What follows belongs to an exercise in optimizing a design on an open flow for small area, a short achievable clock period and few clock cycles per item; a production flow would make more cautious choices.
The RTL was checked by simulation tests, not by an equivalence proof against the original design.
Power and IR drop assume default switching activity.

<file path="flow/flow/run.sh">
#!/bin/bash
set -euo pipefail
bash standard.sh 'BUFFER_PORTS_ARGS=-buffer_cell sky130_fd_sc_hd__buf_2' SETUP_SLACK_MARGIN=7.5 finish > standard_flow.log 2>&1
</file>
<file path="flow/standard.sh">
#!/bin/bash
# synth_recipe.tcl (not shown) runs the flow's synth.tcl, then flattens the netlist and writes it again
# the make line also repeats each setting of config.mk as NAME=value (left out here)
make -C /OpenROAD-flow-scripts/flow DESIGN_CONFIG=/design/flow/config.mk WORK_HOME=/design/flow/orfs CLKGATE_MAP_FILE= SYNTH_SCRIPT=/design/flow/synth_recipe.tcl "${@:-finish}"
</file>
<file path="flow/config.mk">
export PLATFORM = sky130hd
export DESIGN_NAME = phase_accumulator
export DESIGN_NICKNAME = phase_accumulator
export VERILOG_FILES = /design/flow/design.v
export SDC_FILE = /design/flow/constraint.sdc
export NUM_CORES = 4
export LEC_CHECK = 0
export CAP_MARGIN = 20
export CORE_MARGIN = 2
export CORE_UTILIZATION = 30
export CTS_BUF_LIST = sky130_fd_sc_hd__clkbuf_8
export PLACE_DENSITY = 0.5
export SETUP_SLACK_MARGIN = 5
export SLEW_MARGIN = 20
export SYNTH_MEMORY_MAX_BITS = 32768
</file>
<file path="flow/constraint.sdc">
create_clock -name core_clock -period 12.0 [get_ports {clk}]
set_input_delay 2.4000 -clock core_clock [delete_from_list [all_inputs] [get_ports {clk}]]
set_output_delay 2.4000 -clock core_clock [all_outputs]
set_load 0.01 [all_outputs]
</file>
<file path="flow/design.v">
module pa_wave_rom (
    input  wire [2:0] sel,
    input  wire [7:0] idx,
    output reg  [7:0] low,
    output reg  [2:0] d0,
    output reg  [2:0] d1,
    output reg  [1:0] dh
);
    wire       h     = idx[7];
    wire [6:0] j     = idx[6:0];
    wire       jz    = (j == 7'd0);
    wire [6:0] q_a   = (j[6] & |j[5:0]) ? (7'd64 - {1'b0, j[5:0]}) : j;
    wire [6:0] q_b   = (h & (jz | (&j))) ? 7'd64 : {1'b0, j[6] ? ~j[5:0] : j[5:0]};
    wire       q_inv = h & !jz;
    wire       q_neg = j[6] ^ h;
    wire       hump  = (idx[7:6] == 2'b00);
    wire [7:0] k     = idx - 8'd64;
    wire [6:0] h_a   = (idx[5] & |idx[4:0]) ? (7'd64 - {1'b0, idx[5:0]}) : {1'b0, idx[5:0]};
    wire [6:0] g_a   = (k > 8'd96) ? (8'd192 - k) : k;
    wire [6:0] h_b   = {2'b00, idx[5] ? ~idx[4:0] : idx[4:0]};
    wire [6:0] g_b   = (k >= 8'd96) ? (8'd191 - k) : k;
    wire       a_neg = hump ? idx[5] : (k >= 8'd96);
    reg  [2:0] tid;
    reg  [6:0] a_lo, a_dl;
    reg        inv, neg;
    always @(*) begin
        if (sel[2] & !sel[1]) begin             
            tid  = hump ? 3'd3 : 3'd4;
            a_lo = hump ? h_a : g_a;
            a_dl = hump ? h_b : g_b;
            inv  = sel[0];
            neg  = a_neg ^ sel[0];
        end else begin                          
            tid  = sel[2] ? 3'd2 : {2'b00, sel[0]};
            a_lo = q_a;
            a_dl = q_b;
            inv  = q_inv;
            neg  = q_neg;
        end
    end
    wire [7:0] t_low;
    wire [5:0] t_dlt;
    pa_wave_tabs u_tabs (.a_lo({tid, a_lo}), .a_dl({tid, a_dl}), .low(t_low), .dlt(t_dlt));
    wire [7:0] s_low = inv ? ~t_low : t_low;
    wire [5:0] s_dlt = t_dlt ^ {neg, 2'b00, neg, 2'b00};
    always @(*) begin
        dh = 2'b00;
        d1 = 3'b000;
        case (sel)
            3'd2: begin                           
                low = {8{~idx[7]}};
                d0  = (&idx[6:0]) ? {idx[7], 2'b01} : 3'b000;
                if (&idx[6:0]) dh = idx[7] ? 2'b01 : 2'b10;
            end
            3'd3: begin                           
                low = idx;
                d0  = 3'b001;
                if (&idx) dh = 2'b10;
            end
            default: begin
                low = s_low;
                d0  = s_dlt[2:0];
                d1  = s_dlt[5:3];
            end
        endcase
    end
endmodule
module pa_interp (
    input  wire [7:0]  low,
    input  wire [2:0]  d0,
    input  wire [2:0]  d1,
    input  wire [1:0]  dh,
    input  wire [15:0] frac,
    output wire [23:0] value
);
    wire [16:0] m0 = d0[1] ? {frac, 1'b0} : d0[0] ? {1'b0, frac} : 17'd0;
    wire [16:0] m1 = d1[1] ? {frac, 1'b0} : d1[0] ? {1'b0, frac} : 17'd0;
    wire [15:0] m2 = (dh[0] | dh[1]) ? frac : 16'd0;
    wire [23:0] r0 = {7'd0, m0} ^ {24{d0[2]}};
    wire [23:0] r1 = {{5'd0, m1} ^ {22{d1[2]}}, 2'b00};
    wire [23:0] r2 = {m2 ^ {16{dh[1]}}, 8'd0};
    assign value = {low, 16'd0} + r0 + r1 + r2 +
                   {15'd0, dh[1], 5'd0, d1[2], 1'b0, d0[2]};
endmodule
module pa_wave_tabs(a_lo, a_dl, low, dlt);
  input [9:0] a_lo;
  wire [9:0] a_lo;
  input [9:0] a_dl;
  wire [9:0] a_dl;
  output [7:0] low;
  wire [7:0] low;
  output [5:0] dlt;
  wire [5:0] dlt;
  wire _0_;
  wire _100_;
  wire _101_;
  wire _102_;
  wire _103_;
  wire _104_;
  wire _105_;
  wire _106_;
  wire _107_;
  wire _108_;
  wire _109_;
  wire _10_;
  wire _110_;
  wire _111_;
  wire _112_;
  wire _113_;
  wire _114_;
  wire _115_;
  wire _116_;
  wire _117_;
  wire _118_;
  wire _119_;
  wire _11_;
  wire _120_;
  wire _121_;
  wire _122_;
  wire _123_;
  wire _124_;
  wire _125_;
  wire _126_;
  wire _127_;
  wire _128_;
  wire _129_;
  wire _12_;
  wire _130_;
  wire _131_;
  wire _132_;
  wire _133_;
  wire _134_;
  wire _135_;
  wire _136_;
  wire _137_;
  wire _138_;
  wire _139_;
  wire _13_;
  wire _140_;
  wire _141_;
  wire _142_;
  wire _143_;
  wire _144_;
  wire _145_;
  wire _146_;
  wire _147_;
  wire _148_;
  wire _149_;
  wire _14_;
  wire _150_;
  wire _151_;
  wire _152_;
  wire _153_;
  wire _154_;
  wire _155_;
  wire _156_;
  wire _157_;
  wire _158_;
  wire _159_;
  wire _15_;
  wire _160_;
  wire _161_;
  wire _162_;
  wire _163_;
  wire _164_;
  wire _165_;
  wire _166_;
  wire _167_;
  wire _168_;
  wire _169_;
  wire _16_;
  wire _170_;
  wire _171_;
  wire _172_;
  wire _173_;
  wire _174_;
  wire _175_;
  wire _176_;
  wire _177_;
  wire _178_;
  wire _179_;
  wire _17_;
  wire _180_;
  wire _181_;
  wire _182_;
  wire _183_;
  wire _184_;
  wire _185_;
  wire _186_;
  wire _187_;
  wire _188_;
  wire _189_;
  wire _18_;
  wire _190_;
  wire _191_;
  wire _192_;
  wire _193_;
  wire _194_;
  wire _195_;
  wire _196_;
  wire _197_;
  wire _198_;
  wire _199_;
  wire _19_;
  wire _1_;
  wire _200_;
  wire _201_;
  wire _202_;
  wire _203_;
  wire _204_;
  wire _205_;
  wire _206_;
  wire _207_;
  wire _208_;
  wire _209_;
  wire _20_;
  wire _210_;
  wire _211_;
  wire _212_;
  wire _213_;
  wire _214_;
  wire _215_;
  wire _216_;
  wire _217_;
  wire _218_;
  wire _219_;
  wire _21_;
  wire _220_;
  wire _221_;
  wire _222_;
  wire _223_;
  wire _224_;
  wire _225_;
  wire _226_;
  wire _227_;
  wire _228_;
  wire _229_;
  wire _22_;
  wire _230_;
  wire _231_;
  wire _232_;
  wire _233_;
  wire _234_;
  wire _235_;
  wire _236_;
  wire _237_;
  wire _238_;
  wire _239_;
  wire _23_;
  wire _240_;
  wire _241_;
  wire _242_;
  wire _243_;
  wire _244_;
  wire _245_;
  wire _246_;
  wire _247_;
  wire _248_;
  wire _249_;
  wire _24_;
  wire _250_;
  wire _251_;
  wire _252_;
  wire _253_;
  wire _254_;
  wire _255_;
  wire _256_;
  wire _257_;
  wire _258_;
  wire _259_;
  wire _25_;
  wire _260_;
  wire _261_;
  wire _262_;
  wire _263_;
  wire _264_;
  wire _265_;
  wire _266_;
  wire _267_;
  wire _268_;
  wire _269_;
  wire _26_;
  wire _270_;
  wire _271_;
  wire _272_;
  wire _273_;
  wire _274_;
  wire _275_;
  wire _276_;
  wire _277_;
  wire _278_;
  wire _279_;
  wire _27_;
  wire _280_;
  wire _281_;
  wire _282_;
  wire _283_;
  wire _284_;
  wire _285_;
  wire _286_;
  wire _287_;
  wire _288_;
  wire _289_;
  wire _28_;
  wire _290_;
  wire _291_;
  wire _292_;
  wire _293_;
  wire _294_;
  wire _295_;
  wire _296_;
  wire _297_;
  wire _298_;
  wire _299_;
  wire _29_;
  wire _2_;
  wire _300_;
  wire _301_;
  wire _302_;
  wire _303_;
  wire _304_;
  wire _305_;
  wire _306_;
  wire _307_;
  wire _308_;
  wire _309_;
  wire _30_;
  wire _310_;
  wire _311_;
  wire _312_;
  wire _313_;
  wire _314_;
  wire _315_;
  wire _316_;
  wire _317_;
  wire _318_;
  wire _319_;
  wire _31_;
  wire _320_;
  wire _321_;
  wire _322_;
  wire _323_;
  wire _324_;
  wire _325_;
  wire _326_;
  wire _327_;
  wire _328_;
  wire _329_;
  wire _32_;
  wire _330_;
  wire _331_;
  wire _332_;
  wire _333_;
  wire _334_;
  wire _335_;
  wire _336_;
  wire _337_;
  wire _338_;
  wire _339_;
  wire _33_;
  wire _340_;
  wire _341_;
  wire _342_;
  wire _343_;
  wire _344_;
  wire _345_;
  wire _346_;
  wire _347_;
  wire _348_;
  wire _349_;
  wire _34_;
  wire _350_;
  wire _351_;
  wire _352_;
  wire _353_;
  wire _354_;
  wire _355_;
  wire _356_;
  wire _357_;
  wire _358_;
  wire _359_;
  wire _35_;
  wire _360_;
  wire _361_;
  wire _362_;
  wire _363_;
  wire _364_;
  wire _365_;
  wire _366_;
  wire _367_;
  wire _368_;
  wire _369_;
  wire _36_;
  wire _370_;
  wire _371_;
  wire _372_;
  wire _373_;
  wire _374_;
  wire _375_;
  wire _376_;
  wire _377_;
  wire _378_;
  wire _379_;
  wire _37_;
  wire _380_;
  wire _381_;
  wire _382_;
  wire _383_;
  wire _384_;
  wire _385_;
  wire _386_;
  wire _387_;
  wire _388_;
  wire _389_;
  wire _38_;
  wire _390_;
  wire _391_;
  wire _392_;
  wire _393_;
  wire _394_;
  wire _395_;
  wire _396_;
  wire _397_;
  wire _398_;
  wire _399_;
  wire _39_;
  wire _3_;
  wire _400_;
  wire _401_;
  wire _402_;
  wire _403_;
  wire _404_;
  wire _405_;
  wire _406_;
  wire _407_;
  wire _408_;
  wire _409_;
  wire _40_;
  wire _410_;
  wire _411_;
  wire _412_;
  wire _413_;
  wire _414_;
  wire _415_;
  wire _416_;
  wire _417_;
  wire _418_;
  wire _419_;
  wire _41_;
  wire _420_;
  wire _421_;
  wire _422_;
  wire _423_;
  wire _424_;
  wire _425_;
  wire _426_;
  wire _427_;
  wire _428_;
  wire _429_;
  wire _42_;
  wire _430_;
  wire _431_;
  wire _432_;
  wire _433_;
  wire _434_;
  wire _435_;
  wire _436_;
  wire _437_;
  wire _438_;
  wire _439_;
  wire _43_;
  wire _440_;
  wire _441_;
  wire _442_;
  wire _443_;
  wire _444_;
  wire _445_;
  wire _446_;
  wire _447_;
  wire _448_;
  wire _449_;
  wire _44_;
  wire _450_;
  wire _45_;
  wire _46_;
  wire _47_;
  wire _48_;
  wire _49_;
  wire _4_;
  wire _50_;
  wire _51_;
  wire _52_;
  wire _53_;
  wire _54_;
  wire _55_;
  wire _56_;
  wire _57_;
  wire _58_;
  wire _59_;
  wire _5_;
  wire _60_;
  wire _61_;
  wire _62_;
  wire _63_;
  wire _64_;
  wire _65_;
  wire _66_;
  wire _67_;
  wire _68_;
  wire _69_;
  wire _6_;
  wire _70_;
  wire _71_;
  wire _72_;
  wire _73_;
  wire _74_;
  wire _75_;
  wire _76_;
  wire _77_;
  wire _78_;
  wire _79_;
  wire _7_;
  wire _80_;
  wire _81_;
  wire _82_;
  wire _83_;
  wire _84_;
  wire _85_;
  wire _86_;
  wire _87_;
  wire _88_;
  wire _89_;
  wire _8_;
  wire _90_;
  wire _91_;
  wire _92_;
  wire _93_;
  wire _94_;
  wire _95_;
  wire _96_;
  wire _97_;
  wire _98_;
  wire _99_;
  wire _9_;
  assign _416_ = ~a_lo[9];
  assign _415_ = ~(a_lo[2] | a_lo[3]);
  assign _414_ = a_lo[0] | a_lo[1];
  assign _413_ = _415_ & ~(_414_);
  assign _412_ = a_lo[4] | a_lo[5];
  assign _411_ = _412_ | a_lo[6];
  assign _410_ = _413_ & ~(_411_);
  assign low[7] = _410_ | _416_;
  assign _409_ = _413_ & ~(a_lo[4]);
  assign _408_ = a_lo[5] & ~(_409_);
  assign _407_ = _408_ | a_lo[6];
  assign _406_ = ~a_lo[7];
  assign _405_ = ~a_lo[5];
  assign _404_ = ~a_lo[1];
  assign _403_ = a_lo[2] | a_lo[3];
  assign _402_ = _404_ & ~(_403_);
  assign _401_ = a_lo[4] & ~(_402_);
  assign _400_ = _405_ & ~(_401_);
  assign _399_ = ~(a_lo[2] | a_lo[1]);
  assign _398_ = a_lo[2] & a_lo[1];
  assign _397_ = _398_ | _399_;
  assign _396_ = ~((_397_ | a_lo[3]) & a_lo[4]);
  assign _395_ = _396_ & ~(a_lo[5]);
  assign _394_ = ~(_395_ | _400_);
  assign _393_ = ~((_394_ & _406_) | _407_);
  assign _392_ = _393_ & ~(a_lo[8]);
  assign _391_ = ~(a_lo[0] ^ a_lo[2]);
  assign _390_ = a_lo[3] & ~(_391_);
  assign _389_ = a_lo[3] & ~(_399_);
  assign _388_ = _389_ | _390_;
  assign _387_ = ~((_388_ & _406_) | _412_);
  assign _386_ = a_lo[4] & a_lo[5];
  assign _385_ = _386_ & ~(_402_);
  assign _384_ = _385_ | a_lo[6];
  assign _383_ = ~a_lo[8];
  assign _382_ = ~a_lo[2];
  assign _381_ = a_lo[0] & a_lo[1];
  assign _380_ = _382_ & ~(_381_);
  assign _379_ = a_lo[3] & ~(_380_);
  assign _378_ = _379_ | _412_;
  assign _377_ = ~((_378_ & a_lo[7]) | _383_);
  assign _376_ = ~((_384_ | _387_) & _377_);
  assign _375_ = ~(_376_ & _416_);
  assign low[6] = ~((_375_ | _392_) & (_407_ | low[7]));
  assign _374_ = ~a_lo[4];
  assign _373_ = _402_ | _374_;
  assign _372_ = a_lo[1] ? a_lo[2] : _391_;
  assign _371_ = _372_ | a_lo[3];
  assign _370_ = _371_ & ~(_373_);
  assign _369_ = a_lo[9] & ~(a_lo[6]);
  assign _368_ = a_lo[5] | ~(a_lo[4]);
  assign _367_ = ~(_368_ & _369_);
  assign _366_ = _367_ | _370_;
  assign _365_ = _374_ & ~(_379_);
  assign _364_ = _398_ | a_lo[3];
  assign _363_ = _364_ & _365_;
  assign _362_ = _400_ & ~(_363_);
  assign _361_ = ~(_362_ & a_lo[7]);
  assign _360_ = ~_398_;
  assign _359_ = ~(a_lo[0] & a_lo[1]);
  assign _358_ = a_lo[2] & ~(_359_);
  assign _357_ = _389_ & ~(_358_);
  assign _356_ = _371_ & ~(_357_);
  assign _355_ = _381_ | _415_;
  assign _354_ = _356_ & ~(_355_);
  assign _353_ = _360_ & ~(_354_);
  assign _352_ = _390_ | a_lo[5];
  assign _351_ = ~a_lo[3];
  assign _350_ = _399_ | _351_;
  assign _349_ = a_lo[5] & ~(a_lo[4]);
  assign _348_ = ~_349_;
  assign _347_ = _350_ & ~(_348_);
  assign _346_ = ~(a_lo[7] | a_lo[6]);
  assign _345_ = ~(_346_ & _368_);
  assign _344_ = _373_ & ~(_345_);
  assign _343_ = _344_ & ~(_347_);
  assign _342_ = ~((_352_ | _353_) & _343_);
  assign _341_ = ~((_342_ & _361_) | _383_);
  assign _340_ = _415_ & ~(_381_);
  assign _339_ = _340_ & ~(a_lo[4]);
  assign _338_ = ~((_339_ | _405_) & (_365_ | _394_));
  assign _337_ = _413_ & ~(_349_);
  assign _336_ = _374_ & ~(_413_);
  assign _335_ = _336_ | _406_;
  assign _334_ = ~(a_lo[8] | a_lo[6]);
  assign _333_ = ~((_335_ | _337_) & _334_);
  assign _332_ = ~((_338_ & _406_) | _333_);
  assign _331_ = _332_ | a_lo[9];
  assign low[5] = ~((_331_ | _341_) & (_366_ | _409_));
  assign _330_ = ~_346_;
  assign _329_ = _358_ | a_lo[3];
  assign _328_ = ~((_329_ | _399_) & a_lo[4]);
  assign _327_ = _328_ & ~(_405_);
  assign _326_ = ~((_353_ | a_lo[4]) & _327_);
  assign _325_ = a_lo[1] & a_lo[3];
  assign _324_ = a_lo[0] | ~(a_lo[2]);
  assign _323_ = ~(_324_ & _325_);
  assign _322_ = ~(a_lo[0] | a_lo[1]);
  assign _321_ = _381_ | _322_;
  assign _320_ = ~((_321_ | a_lo[3]) & _323_);
  assign _319_ = ~(a_lo[0] & a_lo[3]);
  assign _318_ = _382_ & ~(_319_);
  assign _317_ = _318_ | ~(_336_);
  assign _316_ = ~((_317_ | _320_) & (_340_ | _374_));
  assign _315_ = ~(_316_ & _405_);
  assign _314_ = ~((_315_ & _326_) | _330_);
  assign _313_ = a_lo[2] ? _404_ : _381_;
  assign _312_ = _313_ & ~(_351_);
  assign _311_ = _312_ | a_lo[4];
  assign _310_ = _351_ & ~(_313_);
  assign _309_ = ~(_310_ | _311_);
  assign _308_ = _309_ | ~(_395_);
  assign _307_ = ~((_308_ & a_lo[7]) | _383_);
  assign _306_ = _307_ & ~(_314_);
  assign _305_ = _391_ | _351_;
  assign _304_ = _305_ & ~(_389_);
  assign _303_ = ~(a_lo[2] & a_lo[3]);
  assign _302_ = ~(_349_ & _303_);
  assign _301_ = _364_ | _374_;
  assign _300_ = ~_303_;
  assign _299_ = ~((_300_ & a_lo[4]) | a_lo[5]);
  assign _298_ = ~(_299_ & _301_);
  assign _297_ = ~((_298_ | _363_) & (_340_ | _302_));
  assign _296_ = a_lo[7] & ~(a_lo[6]);
  assign _295_ = ~_296_;
  assign _294_ = ~((_412_ & _413_) | _295_);
  assign _293_ = ~((_294_ & _304_) | (_297_ & _346_));
  assign _292_ = ~((_293_ | a_lo[8]) & _416_);
  assign _291_ = ~((_347_ | _370_) & _408_);
  assign _290_ = ~a_lo[6];
  assign _289_ = _409_ | a_lo[5];
  assign _288_ = ~((_289_ | a_lo[3]) & _290_);
  assign _287_ = _291_ & ~(_288_);
  assign _286_ = _402_ & ~(_412_);
  assign _285_ = _286_ | _290_;
  assign _284_ = ~(_285_ & a_lo[9]);
  assign low[4] = ~((_284_ | _287_) & (_292_ | _306_));
  assign _283_ = ~a_lo[0];
  assign _282_ = a_lo[0] & a_lo[2];
  assign _281_ = a_lo[1] & ~(_282_);
  assign _280_ = ~((_281_ & a_lo[3]) | (_303_ & _283_));
  assign _279_ = _280_ & ~(_404_);
  assign _278_ = _374_ & ~(_322_);
  assign _277_ = _278_ & ~(_279_);
  assign _276_ = ~(_277_ | _365_);
  assign _275_ = _380_ | ~(_414_);
  assign _274_ = ~(_275_ | _329_);
  assign _273_ = a_lo[2] & ~(_381_);
  assign _272_ = _273_ | _274_;
  assign _271_ = a_lo[5] & ~(_401_);
  assign _270_ = ~((_272_ | _276_) & _271_);
  assign _269_ = a_lo[1] & ~(a_lo[2]);
  assign _268_ = a_lo[3] & ~(a_lo[0]);
  assign _267_ = _303_ & ~(_268_);
  assign _266_ = ~((_267_ | _269_) & a_lo[4]);
  assign _265_ = ~((_266_ | _310_) & _405_);
  assign _264_ = ~((_265_ | _309_) & _406_);
  assign _263_ = _270_ & ~(_264_);
  assign _262_ = ~((_412_ | _403_) & a_lo[7]);
  assign _261_ = _262_ | ~(_372_);
  assign _260_ = ~(_261_ & _334_);
  assign _259_ = _391_ | a_lo[1];
  assign _258_ = ~(a_lo[0] | a_lo[2]);
  assign _257_ = _404_ ? a_lo[0] : _258_;
  assign _256_ = _257_ | ~(_259_);
  assign _255_ = _256_ | _282_;
  assign _254_ = _255_ & ~(_399_);
  assign _253_ = _276_ | ~(_254_);
  assign _252_ = a_lo[1] | a_lo[3];
  assign _251_ = _252_ & ~(_388_);
  assign _250_ = a_lo[4] & ~(_251_);
  assign _249_ = _405_ & ~(_250_);
  assign _248_ = ~((_249_ & _253_) | _406_);
  assign _247_ = _397_ | _351_;
  assign _246_ = _283_ & ~(_402_);
  assign _245_ = _247_ ? _246_ : a_lo[0];
  assign _244_ = ~(_245_ | _412_);
  assign _243_ = a_lo[2] & ~(a_lo[0]);
  assign _242_ = _243_ ^ _404_;
  assign _241_ = _242_ & ~(a_lo[3]);
  assign _240_ = _374_ & ~(_325_);
  assign _239_ = _240_ & ~(_241_);
  assign _238_ = _252_ & ~(_243_);
  assign _237_ = _238_ & ~(_379_);
  assign _236_ = a_lo[4] & ~(_237_);
  assign _235_ = ~((_236_ | _239_) & a_lo[5]);
  assign _234_ = _301_ | ~(_321_);
  assign _233_ = ~((_234_ | a_lo[5]) & _346_);
  assign _232_ = _233_ | ~(_235_);
  assign _231_ = ~((_232_ | _244_) & a_lo[8]);
  assign _230_ = ~((_231_ | _248_) & (_260_ | _263_));
  assign _229_ = a_lo[5] & ~(_379_);
  assign _228_ = _229_ & _370_;
  assign _227_ = ~((_289_ | a_lo[2]) & (_348_ | _356_));
  assign _226_ = ~((_227_ | _228_) & _290_);
  assign _225_ = a_lo[5] | ~(a_lo[6]);
  assign _224_ = ~(_225_ | _402_);
  assign _223_ = ~((_224_ & _365_) | _416_);
  assign low[3] = ~((_223_ & _226_) | (_230_ & _416_));
  assign _222_ = _402_ | ~(_321_);
  assign _221_ = ~(_222_ & _294_);
  assign _220_ = ~(a_lo[4] & a_lo[3]);
  assign _219_ = a_lo[3] & ~(_256_);
  assign _218_ = _219_ | a_lo[5];
  assign _217_ = ~((_218_ & _412_) | (_254_ & _220_));
  assign _216_ = ~((_320_ & _349_) | _330_);
  assign _215_ = ~((_217_ | _327_) & _216_);
  assign _214_ = ~((_215_ & _221_) | a_lo[8]);
  assign _213_ = a_lo[0] & ~(_364_);
  assign _212_ = _213_ | _266_;
  assign _211_ = ~((_277_ | _365_) & (_321_ | _300_));
  assign _210_ = ~((_211_ & _212_) | a_lo[5]);
  assign _209_ = _391_ & ~(a_lo[3]);
  assign _208_ = _209_ & ~(_399_);
  assign _207_ = _268_ | a_lo[4];
  assign _206_ = _209_ | _322_;
  assign _205_ = _206_ | _312_;
  assign _204_ = ~((_205_ | _374_) & (_207_ | _208_));
  assign _203_ = _274_ | _374_;
  assign _202_ = _281_ | _351_;
  assign _201_ = ~((_202_ & _336_) | a_lo[5]);
  assign _200_ = ~((_201_ & _203_) | (_204_ & a_lo[5]));
  assign _199_ = ~((_200_ & _346_) | _383_);
  assign _198_ = ~((_210_ | _406_) & _199_);
  assign _197_ = ~(_198_ & _416_);
  assign _196_ = a_lo[9] & ~(_285_);
  assign _195_ = _312_ | _373_;
  assign _194_ = ~((_372_ & _351_) | _195_);
  assign _193_ = _358_ | a_lo[4];
  assign _192_ = ~((_193_ | _320_) & a_lo[5]);
  assign _191_ = ~((_192_ | _194_) & (_289_ | a_lo[1]));
  assign _190_ = ~((_191_ & _369_) | (_196_ & _362_));
  assign low[2] = ~((_197_ | _214_) & _190_);
  assign _189_ = ~(a_lo[0] | a_lo[3]);
  assign _188_ = a_lo[4] & ~(_189_);
  assign _187_ = ~(_256_ | _282_);
  assign _186_ = ~((_187_ & _351_) | (_388_ & _360_));
  assign _185_ = _323_ & ~(_207_);
  assign _184_ = ~((_185_ & _371_) | (_186_ & _188_));
  assign _183_ = _243_ | _374_;
  assign _182_ = _183_ & _195_;
  assign _181_ = ~(_189_ | _258_);
  assign _180_ = ~((_240_ & _181_) | _406_);
  assign _179_ = ~((_182_ | _354_) & _180_);
  assign _178_ = ~((_184_ | _330_) & _179_);
  assign _177_ = ~((_255_ | a_lo[3]) & (_304_ | _398_));
  assign _176_ = ~((_177_ & _283_) | (_324_ & _404_));
  assign _175_ = ~((_176_ | _318_) & a_lo[4]);
  assign _174_ = ~(a_lo[4] | a_lo[3]);
  assign _173_ = ~(_346_ & a_lo[5]);
  assign _172_ = ~((_174_ & _259_) | _173_);
  assign _171_ = ~((_172_ & _175_) | (_178_ & _405_));
  assign _170_ = _267_ & ~(_320_);
  assign _169_ = ~(_170_ | _183_);
  assign _168_ = ~((_169_ | _277_) & _405_);
  assign _167_ = _246_ & _247_;
  assign _166_ = _269_ | _258_;
  assign _165_ = _166_ | _329_;
  assign _164_ = _350_ & ~(_374_);
  assign _163_ = ~((_164_ & _165_) | _405_);
  assign _162_ = ~((_167_ | _317_) & _163_);
  assign _161_ = ~((_162_ & _168_) | a_lo[7]);
  assign _160_ = a_lo[0] | ~(a_lo[7]);
  assign _159_ = ~((_160_ | _286_) & _334_);
  assign _158_ = ~((_159_ | _161_) & (_171_ | _383_));
  assign _157_ = ~((_234_ & _396_) | _219_);
  assign _156_ = _243_ & ~(_404_);
  assign _155_ = ~((_156_ | _267_) & (_364_ | _283_));
  assign _154_ = ~((_155_ | a_lo[4]) & a_lo[5]);
  assign _153_ = _325_ & _282_;
  assign _152_ = ~((_153_ | _283_) & (_246_ | a_lo[4]));
  assign _151_ = ~((_152_ | a_lo[5]) & (_154_ | _157_));
  assign _150_ = ~(_151_ & _290_);
  assign _149_ = _251_ | _311_;
  assign _148_ = _328_ & ~(_225_);
  assign _147_ = ~((_148_ & _149_) | _416_);
  assign low[1] = ~((_147_ & _150_) | (_158_ & _416_));
  assign _146_ = _255_ | a_lo[3];
  assign _145_ = _153_ | _374_;
  assign _144_ = ~((_242_ & a_lo[3]) | _145_);
  assign _143_ = a_lo[3] & ~(_321_);
  assign _142_ = ~((_143_ | a_lo[4]) & a_lo[5]);
  assign _141_ = ~((_144_ & _146_) | _142_);
  assign _140_ = _205_ & ~(_143_);
  assign _139_ = _280_ & ~(_412_);
  assign _138_ = _346_ & ~(_139_);
  assign _137_ = ~((_140_ | _368_) & _138_);
  assign _136_ = _137_ | _141_;
  assign _135_ = ~(_279_ | _302_);
  assign _134_ = ~((_135_ | _385_) & _324_);
  assign _133_ = _300_ & ~(_281_);
  assign _132_ = _257_ | _412_;
  assign _131_ = _268_ | _368_;
  assign _130_ = ~((_131_ | _166_) & (_132_ | _133_));
  assign _129_ = _130_ | ~(_134_);
  assign _128_ = ~(_188_ & _403_);
  assign _127_ = _128_ | _143_;
  assign _126_ = _350_ & ~(_156_);
  assign _125_ = _126_ | _207_;
  assign _124_ = _125_ & ~(a_lo[5]);
  assign _123_ = _124_ & _127_;
  assign _122_ = ~((_123_ | _406_) & (_129_ | _330_));
  assign _121_ = _383_ & ~(_410_);
  assign _120_ = ~((_121_ & _136_) | (_122_ & a_lo[8]));
  assign _119_ = _276_ | ~(_155_);
  assign _118_ = a_lo[9] & ~(_225_);
  assign _117_ = _118_ & ~(_236_);
  assign _116_ = _386_ & ~(_390_);
  assign _115_ = ~(_116_ & _146_);
  assign _114_ = ~_273_;
  assign _113_ = _351_ ? _114_ : _242_;
  assign _112_ = ~((_414_ & _415_) | _145_);
  assign _111_ = _336_ | a_lo[5];
  assign _110_ = ~((_111_ | _112_) & _369_);
  assign _109_ = ~((_113_ & _349_) | _110_);
  assign _108_ = ~((_109_ & _115_) | (_117_ & _119_));
  assign low[0] = ~((_120_ | a_lo[9]) & _108_);
  assign _107_ = ~(a_dl[7] | a_dl[6]);
  assign _106_ = ~a_dl[4];
  assign _105_ = ~(a_dl[2] | a_dl[0]);
  assign _104_ = ~(a_dl[2] ^ a_dl[0]);
  assign _103_ = ~((_104_ | a_dl[1]) & a_dl[3]);
  assign _102_ = ~((_103_ | _105_) & _106_);
  assign _101_ = ~((_102_ | a_dl[5]) & _107_);
  assign _100_ = ~(a_dl[2] | a_dl[1]);
  assign _99_ = a_dl[3] & ~(_100_);
  assign _98_ = ~a_dl[1];
  assign _97_ = a_dl[0] | ~(a_dl[2]);
  assign _96_ = ~((_97_ | _98_) & _106_);
  assign _95_ = ~((_96_ | _99_) & a_dl[7]);
  assign _94_ = a_dl[8] & ~(a_dl[9]);
  assign _93_ = ~(_94_ & _95_);
  assign dlt[4] = _101_ & ~(_93_);
  assign _92_ = a_dl[9] & ~(a_dl[6]);
  assign _91_ = ~_92_;
  assign _90_ = ~(a_dl[1] | a_dl[3]);
  assign _89_ = a_dl[2] | a_dl[0];
  assign _88_ = _89_ | a_dl[5];
  assign _87_ = _90_ & ~(_88_);
  assign _86_ = _87_ & ~(_91_);
  assign _85_ = ~_86_;
  assign _84_ = a_dl[2] & a_dl[0];
  assign _83_ = ~((_84_ & a_dl[1]) | a_dl[3]);
  assign _82_ = _83_ & a_dl[2];
  assign _81_ = ~(a_dl[2] | a_dl[3]);
  assign _80_ = a_dl[4] & ~(_81_);
  assign _79_ = _80_ & ~(_82_);
  assign _78_ = ~a_dl[3];
  assign _77_ = a_dl[2] | ~(a_dl[0]);
  assign _76_ = ~((_97_ | _98_) & _77_);
  assign _75_ = ~((_76_ | _100_) & _78_);
  assign _74_ = ~(_75_ | _96_);
  assign _73_ = _74_ | _79_;
  assign _72_ = _73_ | _101_;
  assign _71_ = a_dl[0] & ~(a_dl[2]);
  assign _70_ = _71_ | ~(_99_);
  assign _69_ = a_dl[4] & ~(_70_);
  assign _68_ = ~((_69_ | _95_) & a_dl[8]);
  assign _67_ = _72_ & ~(_68_);
  assign _66_ = _67_ | a_dl[9];
  assign _65_ = a_dl[3] & ~(_71_);
  assign _64_ = a_dl[2] & ~(a_dl[0]);
  assign _63_ = ~((_64_ & a_dl[1]) | _71_);
  assign _62_ = _98_ ? _84_ : _64_;
  assign _61_ = ~((_62_ | _90_) & _63_);
  assign _60_ = ~((_61_ & _65_) | a_dl[4]);
  assign _59_ = a_dl[5] & ~(_60_);
  assign _58_ = _90_ & ~(_77_);
  assign _57_ = _59_ & ~(_58_);
  assign _56_ = _57_ | ~(_107_);
  assign _55_ = ~a_dl[7];
  assign _54_ = _78_ & ~(_63_);
  assign _53_ = _54_ | _102_;
  assign _52_ = a_dl[4] & ~(_105_);
  assign _51_ = ~((_65_ | _83_) & _52_);
  assign _50_ = _51_ & ~(a_dl[5]);
  assign _49_ = ~((_50_ & _53_) | a_dl[6]);
  assign _48_ = ~((_49_ & _87_) | _55_);
  assign _47_ = _48_ | a_dl[8];
  assign _46_ = a_dl[6] | a_dl[9];
  assign _45_ = _46_ | _47_;
  assign _44_ = _56_ & ~(_45_);
  assign dlt[3] = ~((_44_ | _66_) & _85_);
  assign _43_ = ~a_dl[9];
  assign _42_ = ~(a_dl[1] & a_dl[3]);
  assign _41_ = _105_ & ~(_42_);
  assign _40_ = ~(a_dl[4] | a_dl[5]);
  assign _39_ = ~((_40_ & _41_) | _56_);
  assign _38_ = ~((_39_ | _47_) & _43_);
  assign _37_ = ~((_70_ & _80_) | _95_);
  assign _36_ = _50_ & _53_;
  assign _35_ = _36_ | a_dl[6];
  assign _34_ = ~a_dl[5];
  assign _33_ = _74_ | _34_;
  assign _32_ = ~_84_;
  assign _31_ = ~((_42_ | _32_) & _79_);
  assign _30_ = _31_ & ~(_33_);
  assign _29_ = ~((_30_ | _35_) & _55_);
  assign _28_ = _29_ & ~(_37_);
  assign _27_ = a_dl[8] & ~(_28_);
  assign _26_ = _92_ & ~(_87_);
  assign _25_ = _71_ & ~(_42_);
  assign _24_ = ~(_41_ | _54_);
  assign _23_ = ~((_24_ | _106_) & (_25_ | _96_));
  assign _22_ = ~(a_dl[6] & a_dl[9]);
  assign _21_ = _22_ | ~(_23_);
  assign _20_ = _21_ & ~(_26_);
  assign dlt[2] = ~((_27_ | _38_) & _20_);
  assign _19_ = a_dl[3] & ~(_25_);
  assign _18_ = _84_ ? a_dl[1] : _89_;
  assign _17_ = a_dl[0] & ~(_81_);
  assign _16_ = ~((_17_ | _98_) & (_18_ | a_dl[3]));
  assign _15_ = a_dl[0] & ~(_16_);
  assign _14_ = _19_ | ~(_15_);
  assign _13_ = ~((_90_ & _64_) | (_104_ & _106_));
  assign _12_ = ~(_13_ & a_dl[5]);
  assign _11_ = _14_ & ~(_12_);
  assign _10_ = _64_ | _98_;
  assign _9_ = a_dl[0] & ~(a_dl[3]);
  assign _8_ = a_dl[4] & ~(a_dl[5]);
  assign _7_ = ~((_9_ | _10_) & _8_);
  assign _6_ = ~(_7_ | _82_);
  assign _5_ = ~((_6_ & _16_) | _87_);
  assign _4_ = _5_ & ~(_11_);
  assign _3_ = ~_4_;
  assign _2_ = _65_ & ~(_62_);
  assign _1_ = ~((_18_ & _63_) | a_dl[3]);
  assign _0_ = _1_ | _106_;
  assign _450_ = _99_ & ~(_102_);
  assign _449_ = _34_ & ~(_450_);
  assign _448_ = ~((_0_ | _2_) & _449_);
  assign _447_ = ~(_42_ | _84_);
  assign _446_ = _106_ & ~(_105_);
  assign _445_ = ~(_446_ & _61_);
  assign _444_ = ~((_445_ | _447_) & (_6_ | _40_));
  assign _443_ = _105_ | ~(_99_);
  assign _442_ = _443_ & _79_;
  assign _441_ = ~((_442_ | _33_) & _107_);
  assign _440_ = _441_ | _36_;
  assign _439_ = _444_ & ~(_440_);
  assign _438_ = _15_ | ~(_80_);
  assign _437_ = ~((_62_ | _99_) & _106_);
  assign _436_ = _437_ & ~(_55_);
  assign _435_ = ~(_436_ & _438_);
  assign _434_ = ~((_435_ | _37_) & a_dl[8]);
  assign _433_ = ~((_434_ | _439_) & (_448_ | _47_));
  assign dlt[1] = ~((_433_ | _38_) & (_3_ | _91_));
  assign _432_ = _98_ & ~(_104_);
  assign _431_ = _432_ ^ _78_;
  assign _430_ = _431_ | _106_;
  assign _429_ = _430_ & _59_;
  assign _428_ = _448_ & ~(_429_);
  assign _427_ = _19_ | a_dl[4];
  assign _426_ = _75_ & ~(_427_);
  assign _425_ = ~((_32_ | _98_) & _52_);
  assign _424_ = ~((_443_ & _79_) | _425_);
  assign _423_ = ~((_424_ | _426_) & a_dl[5]);
  assign _422_ = ~((_423_ & _444_) | a_dl[6]);
  assign _421_ = _435_ & _94_;
  assign _420_ = ~((_422_ | a_dl[7]) & _421_);
  assign _419_ = ~((_4_ | _91_) & _21_);
  assign _418_ = _420_ & ~(_419_);
  assign dlt[0] = ~((_428_ | _45_) & _418_);
  assign _417_ = ~(_94_ & a_dl[5]);
  assign dlt[5] = ~((_417_ | _72_) & _85_);
endmodule
module pa_fconv #(
    parameter integer KP = 2,           
    parameter integer KF = 6            
) (
    input  wire        clk,
    input  wire        rst,
    input  wire        start,      
    input  wire        is_period,  
    input  wire        is_set,     
    input  wire [31:0] arg,        
    output wire        last,       
    output wire        soon,       
    output reg         fin,        
    output reg         fin_set,    
    output wire [23:0] result      
);
    localparam integer KM = (KF > KP) ? KF : KP;
    localparam integer NQ = 24 + KM - 1;          
    localparam [46:0] B = 47'd72057594037927;
    reg          it;         
    reg          per;        
    reg  [3:0]   cyc;        
    reg          sp;         
    reg          sp_max;     
    reg  [22:0]  den;        
    reg  [23:0]  rem;
    reg [NQ-1:0] nq;         
    wire        f_sign = arg[31];
    wire [7:0]  f_exp  = arg[30:23];
    wire [23:0] f_m    = {1'b1, arg[22:0]};
    wire        f_nan  = (&f_exp) && (|arg[22:0]);
    reg         s_sp, s_max;
    reg  [3:0]  s_cyc;
    reg  [2:0]  s_pad;
    reg  [23:0] keep;        
    integer j, n;
    always @(*) begin
        s_cyc = 4'd0;
        s_pad = 3'd0;
        if (!is_period) begin
            s_sp  = f_nan | f_sign | (f_exp >= 8'd136) | (f_exp <= 8'd111);
            s_max = !f_nan & !f_sign & (f_exp >= 8'd136);
            for (n = 0; n < 24; n = n + 1)
                if (f_exp[4:0] == ((112 + n) % 32)) begin
                    s_cyc = n / KF + 1;
                    s_pad = (KF - 1) - (n % KF);
                end
            for (j = 0; j < 24; j = j + 1)
                keep[j] = (f_exp >= 135 - j);
        end else begin
            s_sp  = f_nan | f_sign | (f_exp >= 8'd142) | (f_exp <= 8'd117);
            s_max = !f_nan & (f_sign | (f_exp <= 8'd117));
            for (n = 0; n < 24; n = n + 1)
                if (f_exp[4:0] == ((141 - n) % 32)) begin
                    s_cyc = n / KP + 1;
                    s_pad = (KP - 1) - (n % KP);
                end
            for (j = 0; j < 24; j = j + 1)
                keep[j] = (f_exp <= 118 + j);
        end
    end
    wire [46:0] x_f = {17'd0, f_m[23:18], f_m[17:0], 6'd0};    
    wire [46:0] x_p = B;
    wire [46:0] x   = (is_period ? x_p : x_f) & {23'h7fffff, keep};
    wire [46:0] x_s = x >> s_pad;
    wire [NQ+22:0] x_q = {x, {(KM-1){1'b0}}} >> s_pad;
    assign last = it & (cyc == 4'd1) & !start;
    assign soon = (start & (s_sp | (s_cyc == 4'd1))) | (it & (cyc == 4'd2) & !start);
    localparam integer KP2 = KP / 2;
    wire [25:0]   d1 = {3'b001, den};
    wire [25:0]   d2 = {2'b01, den, 1'b0};
    reg  [23:0]   pr [0:KP2];
    reg [NQ-1:0]  pq [0:KP2];
    reg  [25:0]   py;
    reg  [26:0]   p1, p2, p3;
    integer i;
    always @(*) begin
        pr[0] = rem;
        pq[0] = nq;
        for (i = 0; i < KP2; i = i + 1) begin
            py = {pr[i], pq[i][NQ-1:NQ-2]};
            p1 = {1'b0, py} - {1'b0, d1};
            p2 = {1'b0, py} - {1'b0, d2};
            p3 = {1'b0, py} - {1'b0, d1} - {1'b0, d2};
            if (!p3[26])      begin pr[i+1] = p3[23:0]; pq[i+1] = {pq[i][NQ-3:0], 2'd3}; end
            else if (!p2[26]) begin pr[i+1] = p2[23:0]; pq[i+1] = {pq[i][NQ-3:0], 2'd2}; end
            else if (!p1[26]) begin pr[i+1] = p1[23:0]; pq[i+1] = {pq[i][NQ-3:0], 2'd1}; end
            else              begin pr[i+1] = py[23:0]; pq[i+1] = {pq[i][NQ-3:0], 2'd0}; end
        end
    end
    localparam integer KF2 = KF / 2;
    reg  [6:0]    fr [0:KF2];
    reg [NQ-1:0]  fq [0:KF2];
    reg  [8:0]    fy;
    integer f;
    always @(*) begin
        fr[0] = rem[6:0];
        fq[0] = nq;
        for (f = 0; f < KF2; f = f + 1) begin
            fy = {fr[f], fq[f][NQ-1:NQ-2]};
            if (fy >= 9'd375)      begin fr[f+1] = fy - 9'd375; fq[f+1] = {fq[f][NQ-3:0], 2'd3}; end
            else if (fy >= 9'd250) begin fr[f+1] = fy - 9'd250; fq[f+1] = {fq[f][NQ-3:0], 2'd2}; end
            else if (fy >= 9'd125) begin fr[f+1] = fy - 9'd125; fq[f+1] = {fq[f][NQ-3:0], 2'd1}; end
            else                   begin fr[f+1] = fy[6:0];     fq[f+1] = {fq[f][NQ-3:0], 2'd0}; end
        end
    end
    always @(posedge clk) begin
        if (rst) begin
            it  <= 1'b0;
            fin <= 1'b0;
        end else begin
            fin <= 1'b0;
            if (start)
                it <= 1'b1;
            else if (it & (cyc == 4'd1)) begin
                it  <= 1'b0;
                fin <= 1'b1;
            end
        end
        if (!it | start) begin
            sp      <= s_sp;
            sp_max  <= s_max;
            fin_set <= is_set;
            per     <= is_period;
            cyc     <= s_sp ? 4'd1 : s_cyc;
            den     <= f_m[22:0];
            rem     <= x_s[46:24];
            nq      <= x_q[NQ-1:0];
        end else begin
            rem <= per ? pr[KP2] : {17'd0, fr[KF2]};
            nq  <= per ? pq[KP2] : fq[KF2];
            cyc <= cyc - 4'd1;
        end
    end
    wire [23:0] q = nq[23:0];
    assign result = sp ? (sp_max ? 24'h800000 : 24'd1) :
                    (q[23] & |q[22:0]) ? 24'h800000 :
                    (q == 24'd0) ? 24'd1 : q;
endmodule
module phase_accumulator #(
    parameter integer CONV_KP = 2,    
    parameter integer CONV_KF = 6     
) (
    input  wire        clk,
    input  wire        rst,           
    input  wire        tick_valid,
    output wire        tick_ready,
    input  wire        cmd_valid,
    output wire        cmd_ready,
    input  wire [7:0]  cmd_op,
    input  wire [31:0] cmd_arg,
    output reg         rsp_valid,
    output reg         rsp_err,
    output reg  [31:0] rsp_data
);
    localparam [3:0] K_ZERO  = 4'd0;
    localparam [3:0] K_VALUE = 4'd1;
    localparam [3:0] K_CNT   = 4'd2;
    localparam [3:0] K_INC   = 4'd3;
    localparam [3:0] K_HALF  = 4'd4;
    localparam [3:0] K_ERR   = 4'd5;
    localparam [3:0] K_MINF  = 4'd8;    
    localparam [3:0] K_MAXF  = 4'd9;
    localparam [3:0] K_MINP  = 4'd10;
    localparam [3:0] K_MAXP  = 4'd11;
    reg [23:0] cnt;
    reg [23:0] inc;
    reg [2:0]  sel;
    reg        crdy;
    reg        trdy;
    reg        sbusy;      
    assign cmd_ready  = crdy;
    assign tick_ready = trdy;
    wire cfire = cmd_valid & crdy;
    wire tfire = tick_valid & trdy;
    reg       d_set_inc, d_set_cnt, d_tick, d_rst_ph, d_set_wave, d_conv;
    reg [3:0] d_kind;
    always @(*) begin
        d_set_inc = 1'b0; d_set_cnt = 1'b0; d_tick = 1'b0; d_rst_ph = 1'b0;
        d_set_wave = 1'b0; d_conv = 1'b0;
        d_kind = K_ZERO;
        case (cmd_op)
            8'h01: d_set_inc  = 1'b1;
            8'h02: d_kind     = K_INC;
            8'h03: d_set_cnt  = 1'b1;
            8'h04: d_kind     = K_CNT;
            8'h05: d_tick     = 1'b1;
            8'h06: d_rst_ph   = 1'b1;
            8'h07: d_kind     = K_HALF;
            8'h10: d_kind     = K_VALUE;
            8'h11: d_set_wave = 1'b1;
            8'h20, 8'h21, 8'h22, 8'h23: d_conv = 1'b1;
            8'h24: d_kind     = K_MINF;
            8'h25: d_kind     = K_MAXF;
            8'h26: d_kind     = K_MINP;
            8'h27: d_kind     = K_MAXP;
            default: d_kind   = K_ERR;
        endcase
    end
    wire d_dep   = d_set_inc | (cmd_op == 8'h02) | d_tick | (d_conv & !cmd_op[1]);
    wire set_go  = cfire & d_conv & cmd_op[1];
    wire conv_go = cfire & d_conv & !cmd_op[1] & !sbusy;
    wire buf_now = cfire & sbusy & d_dep;
    wire dbl_in  = tfire & cfire & d_tick & !sbusy;
    reg        e_v, e_t;             
    reg        e_set_inc, e_set_cnt, e_tick, e_rst_ph, e_set_wave, e_rsp;
    reg [3:0]  e_k;
    reg [31:0] a_q;                  
    reg        go_q, per_q, set_q;   
    reg        dbl_q, pend;
    reg        b_v;                  
    reg        b_sinc, b_ginc, b_tick, b_conv, b_per;
    wire        cv_last, cv_soon, cv_fin, cv_fin_set;
    wire [23:0] cv_result;
    wire        cv_wr = cv_fin & cv_fin_set;
    wire        bx    = b_v & cv_wr;    
    pa_fconv #(.KP(CONV_KP), .KF(CONV_KF)) u_fconv (
        .clk       (clk),
        .rst       (rst),
        .start     (go_q | (bx & b_conv)),
        .is_period (b_v ? b_per : per_q),
        .is_set    (!b_v & set_q),
        .arg       (a_q),
        .last      (cv_last),
        .soon      (cv_soon),
        .fin       (cv_fin),
        .fin_set   (cv_fin_set),
        .result    (cv_result)
    );
    wire [23:0] inc_eff = cv_wr ? cv_result : inc;
    wire [23:0] sum1 = cnt + inc_eff;
    always @(posedge clk) begin
        if (rst) begin
            cnt   <= 24'd0;
            inc   <= 24'd0;
            sel   <= 3'd0;
            crdy  <= 1'b1;
            trdy  <= 1'b1;
            sbusy <= 1'b0;
            b_v   <= 1'b0;
            e_v   <= 1'b0;
            e_t   <= 1'b0;
            go_q  <= 1'b0;
            dbl_q <= 1'b0;
            pend  <= 1'b0;
        end else begin
            e_v   <= cfire & !buf_now;
            e_t   <= tfire;
            go_q  <= set_go | conv_go;
            dbl_q <= dbl_in;
            if (set_go)
                sbusy <= 1'b1;
            else if (cv_last)
                sbusy <= 1'b0;
            if (buf_now)
                b_v <= 1'b1;
            else if (bx)
                b_v <= 1'b0;
            if (conv_go | buf_now | dbl_in)
                crdy <= 1'b0;
            else if (bx & b_conv)
                crdy <= cv_soon;
            else if ((cv_soon & !b_v) | bx | dbl_q)
                crdy <= 1'b1;
            if (set_go | dbl_in)
                trdy <= 1'b0;
            else if ((cv_last & !b_v & !buf_now) | bx | dbl_q)
                trdy <= 1'b1;
            pend <= e_t & e_v & e_tick;
            if (e_v & e_set_cnt)
                cnt <= a_q[23:0];
            else if (e_v & e_rst_ph)
                cnt <= 24'd0;
            else if (e_t | (e_v & e_tick) | pend | (bx & b_tick))
                cnt <= sum1;
            if ((e_v & e_set_inc) | (bx & b_sinc))
                inc <= a_q[23:0];
            else if (cv_wr)
                inc <= cv_result;
            if (e_v & e_set_wave)
                sel <= (a_q <= 32'd6) ? a_q[2:0] : 3'd0;
        end
        if (cfire) begin
            a_q        <= cmd_arg;
            per_q      <= cmd_op[0];
            set_q      <= cmd_op[1];
            e_set_inc  <= d_set_inc;
            e_set_cnt  <= d_set_cnt;
            e_tick     <= d_tick;
            e_rst_ph   <= d_rst_ph;
            e_set_wave <= d_set_wave;
            e_rsp      <= !(d_conv & !cmd_op[1]);
            e_k        <= d_kind;
        end
        if (buf_now) begin
            b_sinc <= d_set_inc;
            b_ginc <= (cmd_op == 8'h02);
            b_tick <= d_tick;
            b_conv <= d_conv;
            b_per  <= cmd_op[0];
        end
    end
    reg        r0_v;
    reg [3:0]  r0_k;
    reg        p1_v;
    reg        p1_val;
    reg        p1_err;
    reg [31:0] p1_d;
    wire [7:0]  w_low;
    wire [2:0]  w_d0, w_d1;
    wire [1:0]  w_dh;
    pa_wave_rom u_rom (.sel(sel), .idx(cnt[23:16]), .low(w_low),
                       .d0(w_d0), .d1(w_d1), .dh(w_dh));
    reg [31:0] rd;
    always @(*) begin
        case (r0_k)
            K_VALUE: rd = {w_low, w_d0, w_d1, w_dh, cnt[15:0]};
            K_CNT:   rd = {8'd0, cnt};
            K_INC:   rd = {8'd0, inc};
            K_HALF:  rd = {31'd0, (cnt > 24'h800000)};
            K_MINF:  rd = 32'h387A0000;
            K_MAXF:  rd = 32'h43FA0000;
            K_MINP:  rd = 32'h3B03126F;
            K_MAXP:  rd = 32'h4683126F;
            default: rd = 32'd0;
        endcase
    end
    wire [23:0] value;
    pa_interp u_interp (.low(p1_d[31:24]), .d0(p1_d[23:21]), .d1(p1_d[20:18]),
                        .dh(p1_d[17:16]), .frac(p1_d[15:0]), .value(value));
    always @(posedge clk) begin
        if (rst) begin
            r0_v      <= 1'b0;
            p1_v      <= 1'b0;
            rsp_valid <= 1'b0;
        end else begin
            r0_v      <= (e_v & e_rsp) | (bx & !b_conv);
            p1_v      <= r0_v;
            rsp_valid <= p1_v | (cv_fin & !cv_fin_set);
        end
        r0_k   <= bx ? (b_ginc ? K_INC : K_ZERO) : e_k;
        p1_val <= (r0_k == K_VALUE);
        p1_err <= (r0_k == K_ERR);
        p1_d   <= rd;
        if (cv_fin & !cv_fin_set) begin
            rsp_err  <= 1'b0;
            rsp_data <= {8'd0, cv_result};
        end else begin
            rsp_err  <= p1_err;
            rsp_data <= p1_val ? {8'd0, value} : p1_d;
        end
    end
endmodule
</file>
==> flow_metrics.env, run 1 <==
export IMPL_status="timing/DRC/antenna clean"
export IMPL_synth_area_um2=23900
export IMPL_grt_pass1_vias=22800
export IMPL_min_period_ps=4900
export IMPL_p_leak_nw=11.9
export IMPL_post_route_period_util_pct=40.8
export IMPL_synth_flop_cell="dfxtp_1"
export IMPL_synth_compound_area_share_pct=27.3
export IMPL_relSlewSlack_pct=17.2
export IMPL_grt_usage_pct=20.7
export IMPL_layout_commonest_cell="nand2_1"
export IMPL_final_area_um2=29500
export IMPL_pwr_share_seq_pct=27.4
export IMPL_setup_tns_ps=0
export IMPL_place_area_um2=25500
export IMPL_place_congestion=0.909
export IMPL_fp_dieW_um=286
export IMPL_fp_dieH_um=286
export IMPL_crit_start="u_fconv.rem[0]$_DFF_P_"
export IMPL_multi_input_area_um2=18100
export IMPL_worstPathRequired_ps=12540
export IMPL_synth_distinct_cells=102
export IMPL_portBuffers=79
export IMPL_intPower_w=0.00242
export IMPL_layout_drive_gt1_share_pct=20.6
export IMPL_p_total_w=0.00393
export IMPL_numCtsBuffers=52
export IMPL_p_switching_w=0.00151
export IMPL_clk_pin_slew_ps=60
export IMPL_cp_arrival_ps=5440
export IMPL_finish_utilization_pct=37.3
export IMPL_area_growth_pct=23.1
export IMPL_stdcell_count=4288
export IMPL_ys_seq_area_share_pct=25.7
export IMPL_synth_edf_count=76
export IMPL_regToRegStartpoint="u_fconv.rem[0]$_DFF_P_"
export IMPL_final_nets=3446
export IMPL_synthCells=3061
export IMPL_min_from="r0_v$_SDFF_PP0_"
export IMPL_synth_net_count=3313
export IMPL_via_per_inst=5.60
export IMPL_ys_seq_elements=269
export IMPL_rows=103
export IMPL_drv_cap=0
export IMPL_clockRootBuffer="clkbuf_8"
export IMPL_final_fill_count=8183
export IMPL_vias=24000
export IMPL_hold_buffers=0
export IMPL_synth_area_per_cell_um2=7.82
export IMPL_crit_path_max_fanout=16
export IMPL_worstMarginPinSlew_ps=1240
export IMPL_fmax_mhz=204
export IMPL_start_kind="flip-flop"
export IMPL_drt_initial_drc_count=1948
export IMPL_drt_pass1_iterations=6
export IMPL_slew_viol_final=0
export IMPL_grt_setup_unrepaired="yes"
export IMPL_fp_coreArea_um2=79000
export IMPL_hpwl_mm=62.0
export IMPL_wirelength_mm=88.3
export IMPL_synth_xor_area_share_pct=6.10
export IMPL_yosys_area_top_type="dfxtp_1"
export IMPL_ir_drop_mv=0.0846
export IMPL_cts_buffer_depth=3
export IMPL_antenna_found_initial=1
export IMPL_drcViolationCount=0
export IMPL_ant_nets=0
export IMPL_crit_type="flip-flop to flip-flop"
export IMPL_p_comb_share_pct=42.7
export IMPL_dp_cells=4041
export IMPL_power_frac_clock_pct=30.0
export IMPL_initial_utilization_pct=30.3
export IMPL_p_sw_share_pct=38.5
export IMPL_wl_per_cell_um=20.6
export IMPL_yosysWarnings=7
export IMPL_async_flop_share_pct=0
export IMPL_synth_top_family_by_area="compound AO/OA/AOI/OAI gates"
export IMPL_powerDensity_nw_per_um2=133
export IMPL_grt_overflow=0
export IMPL_synth_simple_gate_area_share_pct=19.4
export IMPL_min_path_type="flip-flop to flip-flop"
export IMPL_grt_pass1_wl_mm=135
export IMPL_final_cell_mix="nand2_1, nor2_1, a21oi_1"
export IMPL_htree_levels=2
export IMPL_grt_max_degree=66
export IMPL_synth_mux_area_share_pct=4.97
export IMPL_setup_viol=0
export IMPL_synth_fa_ha_area_share_pct=11.7
export IMPL_cts_tree="built"
export IMPL_end_kind="flip-flop"
export IMPL_hold_viol_final=0
export IMPL_clkLatencyLatePin_ps=670
export IMPL_clock_sinks=269
export IMPL_pin_count=80
export IMPL_synth_top_area_share_pct=16.1
export IMPL_dieArea_um2=82100
export IMPL_seqCellArea_um2=6220
export IMPL_skew_ps=44.6
export IMPL_ys_top_cells_by_area="dfxtp_1, edfxtp_1, ha_1"
-- sequential cells by signal, indices dropped and copies added (netlist names), 3 cells and up --
| signal | cells |
|---|---|
| r0_k | 4 |
| a_q | 32 |
| cnt | 24 |
| sel | 3 |
| u_fconv.rem | 24 |
| u_fconv.nq | 29 |
| inc | 24 |
| e_k | 4 |
| p1_d | 32 |
| u_fconv.den | 23 |
| rsp_data | 32 |
| u_fconv.cyc | 4 |
-- cells by family after synthesis --
group	Yosys count
fa+ha+maj	208
flops	269
xor+xnor	165
compound gates	996
simple gates	996
buf+inv	310
mux	117
-- critical path, cell delays in order (launching register included) --
cell and delay, ps:
dfxtp_4 420, ha_4 210, a22o_1 260, o211ai_2 230, o211ai_1 200, xnor2_2 310, inv_2 100, ha_4 190
o221ai_4 70, o2111ai_2 140, o31a_1 360, a22o_1 280, nor3_4 230, nor2_4 70, ha_2 190, and2_4 150
a311o_1 300, a31oi_4 220, a2bb2o_4 250, a32oi_4 190, mux2i_1 120, a311o_1 280
-- layout make-up --
class                   instances  area share [%]
multi-input cells            2484            61.4
flip-flops and latches        269            21.1
repair buffers                260            6.74
well taps                    1050            4.46
clock buffers                  63            2.94
inverters                     127            1.81
clock inverters                34            1.52
diodes                          1         0.00850
-- synth_stat cells (15+ instances only) --
| library cell | count |
|---|---|
| nand2b_1 | 30 |
| xnor2_1 | 115 |
| nor4_1 | 24 |
| or2_2 | 17 |
| fa_1 | 26 |
| and2_1 | 23 |
| a31oi_1 | 45 |
| o21bai_1 | 20 |
| o31ai_1 | 29 |
| nand3_1 | 63 |
| o21a_1 | 29 |
| a211oi_1 | 82 |
| o221ai_1 | 15 |
| o21ai_0 | 221 |
| inv_1 | 119 |
| mux2i_1 | 103 |
| a21oi_1 | 266 |
| nor2b_1 | 51 |
| edfxtp_1 | 76 |
| clkbuf_1 | 161 |
| o22ai_1 | 20 |
| a21o_1 | 34 |
| a221oi_1 | 31 |
| nand2_1 | 313 |
| nor3_1 | 97 |
| dfxtp_1 | 193 |
| xor2_1 | 48 |
| nor2_1 | 287 |
| a22oi_1 | 30 |
| o211ai_1 | 28 |
| ha_1 | 182 |
| and3_1 | 18 |
-- per-layer routing --
| layer | vias up | global-route usage [%] | routed length, um |
|---|---|---|---|
| li1 | 11500 | - | - |
| met1 | 11500 | 28.4 | 40800 |
| met2 | 794 | 34.0 | 40700 |
| met3 | 154 | 2.38 | 4240 |
| met4 | 0 | 5.98 | 2510 |
| met5 | - | 0 | 0 |
-- stage by stage --
| step | setup slack [ps] | hold slack (ps) |
|---|---|---|
| 2_1_floorplan | 7330 | 406 |
| 3_3_place_gp | 6010 | 417 |
| 3_5_place_dp | 5880 | 422 |
| 4_1_cts | 7160 | 435 |
| 5_1_grt | 6920 | 454 |
| 6_report | 7100 | 434 |
-- power by group through the flow --
stage	Clock (W)	Combinational, W	Sequential [W]
after floorplan	0	0.00105	0.00104
after global placement	0	0.00133	0.00109
after detailed placement	0	0.00132	0.00109
after CTS	0.00121	0.00152	0.00107
after global routing	0.00124	0.00182	0.00108
final	0.00118	0.00168	0.00108
-- path summary, 6_finish.rpt --
| kind | end | slack (ps) | depth (start not counted) |
|---|---|---|---|
| max reg2reg | u_fconv.rem[6]$_DFF_P_ | 7100 | 21 |
| min reg2reg | p1_v$_SDFF_PP0_ | 430 | 1 |
| max | u_fconv.rem[6]$_DFF_P_ | 7100 | 21 |
| min | p1_v$_SDFF_PP0_ | 430 | 1 |
-- repair_timing --
action,in CTS,in global routing
resized for setup,208,140
setup buffers,94,49
gates cloned,2,3
pin swaps,59,84
setup endpoints to repair,62,52
endpoints found under the hold margin,0,0
Testbench counts, summed over its fixed seeds: cycles 30,469, cmds 24,000.
==> run 2, diff against run 1 <==
==> flow/flow/run.sh (replaced) <==
#!/bin/bash
set -euo pipefail
bash standard.sh 'BUFFER_PORTS_ARGS=-buffer_cell sky130_fd_sc_hd__buf_2' SETUP_SLACK_MARGIN=8 finish > standard_flow.log 2>&1
==> flow_metrics.env, run 2 <==
export IMPL_portBuffers=79
export IMPL_drt_initial_drc_count=1884
export IMPL_start_kind="flip-flop"
export IMPL_setup_viol=0
export IMPL_ir_drop_mv=0.0866
export IMPL_layout_commonest_cell="nand2_1"
export IMPL_final_cell_mix="nand2_1, nor2_1, buf_4"
export IMPL_min_path_type="flip-flop to flip-flop"
export IMPL_wirelength_mm=91.1
export IMPL_setup_tns_ps=0
export IMPL_synth_common_cells="nand2_1, nor2_1, a21oi_1"
export IMPL_ys_seq_area_share_pct=25.7
export IMPL_grt_overflow=0
export IMPL_clockRootBuffer="clkbuf_8"
export IMPL_antenna_found_initial=1
export IMPL_place_congestion=0.911
export IMPL_worstMarginPinSlew_ps=968
export IMPL_relSlewSlack_pct=35.4
export IMPL_cp_slowest_stage_delay_ps=380
export IMPL_crit_family="compound AO/OA/AOI/OAI gates"
export IMPL_cpMaxStageDelayCell="dfxtp_4"
export IMPL_synth_net_count=3313
export IMPL_hold_viol_final=0
export IMPL_cp_arrival_ps=5420
export IMPL_grt_pass1_wl_mm=139
export IMPL_via_per_inst=5.62
export IMPL_hold_buffers=0
export IMPL_synth_edf_count=76
export IMPL_place_area_um2=25600
export IMPL_crit_path_max_fanout=4
export IMPL_htree_levels=2
export IMPL_yosysWarnings=7
export IMPL_grt_usage_pct=21.2
export IMPL_dieArea_um2=82100
export IMPL_grt_pass1_vias=23600
export IMPL_reg_top3="a_q (32), p1_d (32), rsp_data (32)"
export IMPL_synth_flop_cell="dfxtp_1"
export IMPL_worstPathRequired_ps=12540
export IMPL_synthCells=3061
export IMPL_drcViolationCount=0
export IMPL_layout_drive_gt1_share_pct=27.2
export IMPL_yosys_area_top_type="dfxtp_1"
export IMPL_numCtsBuffers=50
export IMPL_clkLatencyLatePin_ps=660
export IMPL_p_leak_nw=12.7
export IMPL_synth_distinct_cells=102
export IMPL_crit_type="flip-flop to flip-flop"
export IMPL_cts_tree="built"
export IMPL_async_flop_share_pct=0
export IMPL_clk_pin_slew_ps=70
export IMPL_synth_area_per_cell_um2=7.82
export IMPL_grt_max_degree=66
export IMPL_area_growth_pct=31.4
export IMPL_vias=24700
export IMPL_slew_viol_final=0
export IMPL_final_area_um2=31500
export IMPL_rows=103
export IMPL_pin_count=80
export IMPL_ant_nets=0
export IMPL_status="timing/DRC/antenna clean"
export IMPL_crit_chain="buf_12 > ha_4 > a221oi_4 > nand3b_1 > o211ai_1 > xnor2_2 > inv_2 > ha_4 > o221ai_4 > o2111ai_2 > o31a_1 > a22o_1 > nor3_4 > nor2_4 > ha_2 > and2_4 > a311o_1 > a31oi_4 > a2bb2o_4 > a32oi_4 > mux2i_1 > a311o_1"
export IMPL_ys_top_cells_by_area="dfxtp_1, edfxtp_1, ha_1"
export IMPL_final_nets=3561
export IMPL_min_period_ps=4880
export IMPL_synth_area_um2=23900
export IMPL_fp_dieW_um=286
export IMPL_ys_seq_elements=269
export IMPL_end_kind="flip-flop"
export IMPL_wl_per_cell_um=20.7
export IMPL_post_route_period_util_pct=40.7
export IMPL_drt_pass1_iterations=6
export IMPL_powerDensity_nw_per_um2=130
export IMPL_drv_cap=0
export IMPL_skew_ps=46.1
export IMPL_grt_setup_unrepaired="yes"
export IMPL_hpwl_mm=61.6
export IMPL_initial_utilization_pct=30.3
export IMPL_path_buf_inv=2
export IMPL_yosys_cell_count_top_type="nand2_1"
export IMPL_cts_buffer_depth=3
export IMPL_fp_dieH_um=286
export IMPL_fmax_mhz=205
export IMPL_fp_coreArea_um2=79000
export IMPL_synth_top_area_share_pct=16.1
export IMPL_clock_sinks=269
==> run 2: cell counts after synthesis <==
No cell type changed its count.
==> run 2: area by class of cell <==
cell class	instances	area, um^2
antenna	2	5.00
clock buffer	59	812
clock inverter	35	353
fill	7998	47500
inverter	127	548
multi-input combinational	2486	19100
sequential	269	6260
tap	1050	1310
timing repair buffer	375	3100
==> run 2: stage by stage <==
stage | utilization (%) | worst slack, ps | total power [W] | hold WS [ps] | cells
after floorplan | - | 7330 | 0.00210 | 406 | 3061
after global placement | 32.4 | 6250 | 0.00244 | 418 | 4045
after detailed placement | 32.4 | 6200 | 0.00243 | 431 | 4045
after CTS | 37.5 | 7210 | 0.00382 | 440 | 4304
after global routing | 39.8 | 6950 | 0.00428 | 444 | 4402
final | 39.8 | 7120 | 0.00407 | 435 | 4403
==> run 2: per-layer routing <==
| metal | track usage, % | up-vias | routed length, um |
|---|---|---|---|
| met4 | 7.16 | 0 | 3210 |
| li1 | - | 11700 | - |
| met1 | 28.8 | 11900 | 41100 |
| met3 | 2.38 | 215 | 4600 |
| met5 | 0 | - | 0 |
| met2 | 34.9 | 859 | 42200 |
==> run 2: what timing repair did <==
action,CTS,global route
gates resized for setup,349,216
buffers inserted,158,92
pin swaps,170,196
cloned,7,4
endpoints found under the setup margin,70,66
==> run 2: report_power, final <==
group | internal (W) | switching, W | total, W
clock | 0.000603 | 0.000449 | 0.00105
sequential | 0.000980 | 0.0000864 | 0.00107
combinational | 0.000873 | 0.00108 | 0.00195
==> run 2: logic make-up after synthesis <==
family	Yosys count	synth area share (%)
xor+xnor	165	6.10
buf+inv	310	4.96
flops	269	25.7
fa+ha+maj	208	11.7
mux	117	4.97
simple gates	996	19.4
compound gates	996	27.3
==> run 2: worst reg2reg max path: stages, from the launching register on <==
cell       delay, ps
dfxtp_4          380
buf_12           140
ha_4             160
a221oi_4         310
nand3b_1         190
o211ai_1         180
xnor2_2          270
inv_2             80
ha_4             180
o221ai_4          70
o2111ai_2        150
o31a_1           320
a22o_1           270
nor3_4           190
nor2_4            60
ha_2             190
and2_4           160
a311o_1          320
a31oi_4          270
a2bb2o_4         250
a32oi_4          200
mux2i_1          120
a311o_1          320
==> run 2: final timing paths <==
kind,from,endpoint,slack (ps),cells past startpoint
worst max register to register,u_fconv.nq[27]$_DFF_P_,u_fconv.rem[6]$_DFF_P_,7120,22
worst max-delay path,u_fconv.nq[27]$_DFF_P_,u_fconv.rem[6]$_DFF_P_,7120,22
worst min register to register,r0_v$_SDFF_PP0_,p1_v$_SDFF_PP0_,440,1
worst min-delay path,r0_v$_SDFF_PP0_,p1_v$_SDFF_PP0_,440,1

## separate check: timing with driven ports
Ports are ideal in the flow. The routed layouts listed here were re-timed in OpenROAD.
Step 1, drivers: a clkbuf_16 drives clk and a buf_2 each remaining input, both assumed.
Step 2, shift: input delay + t, output delay - t, t = (earliest + latest rising clock arrival at the registers) / 2. This alone moves slack from input paths to output paths.
Slacks: ideal / step 1 / step 2; pairs: ideal / step 1.
run	t (ns)	slack for setup (ns)	clock arrival spread, ns	worst register clock-pin slew, ns	pins driven straight from the clock port
run 1	0.709	7.103 / 7.103 / 7.103	0.049 / 0.049	0.07 / 0.07	1
run 2	0.697	7.116 / 7.116 / 7.116	0.049 / 0.049	0.08 / 0.08	1
After both steps every run listed still meets setup and hold.
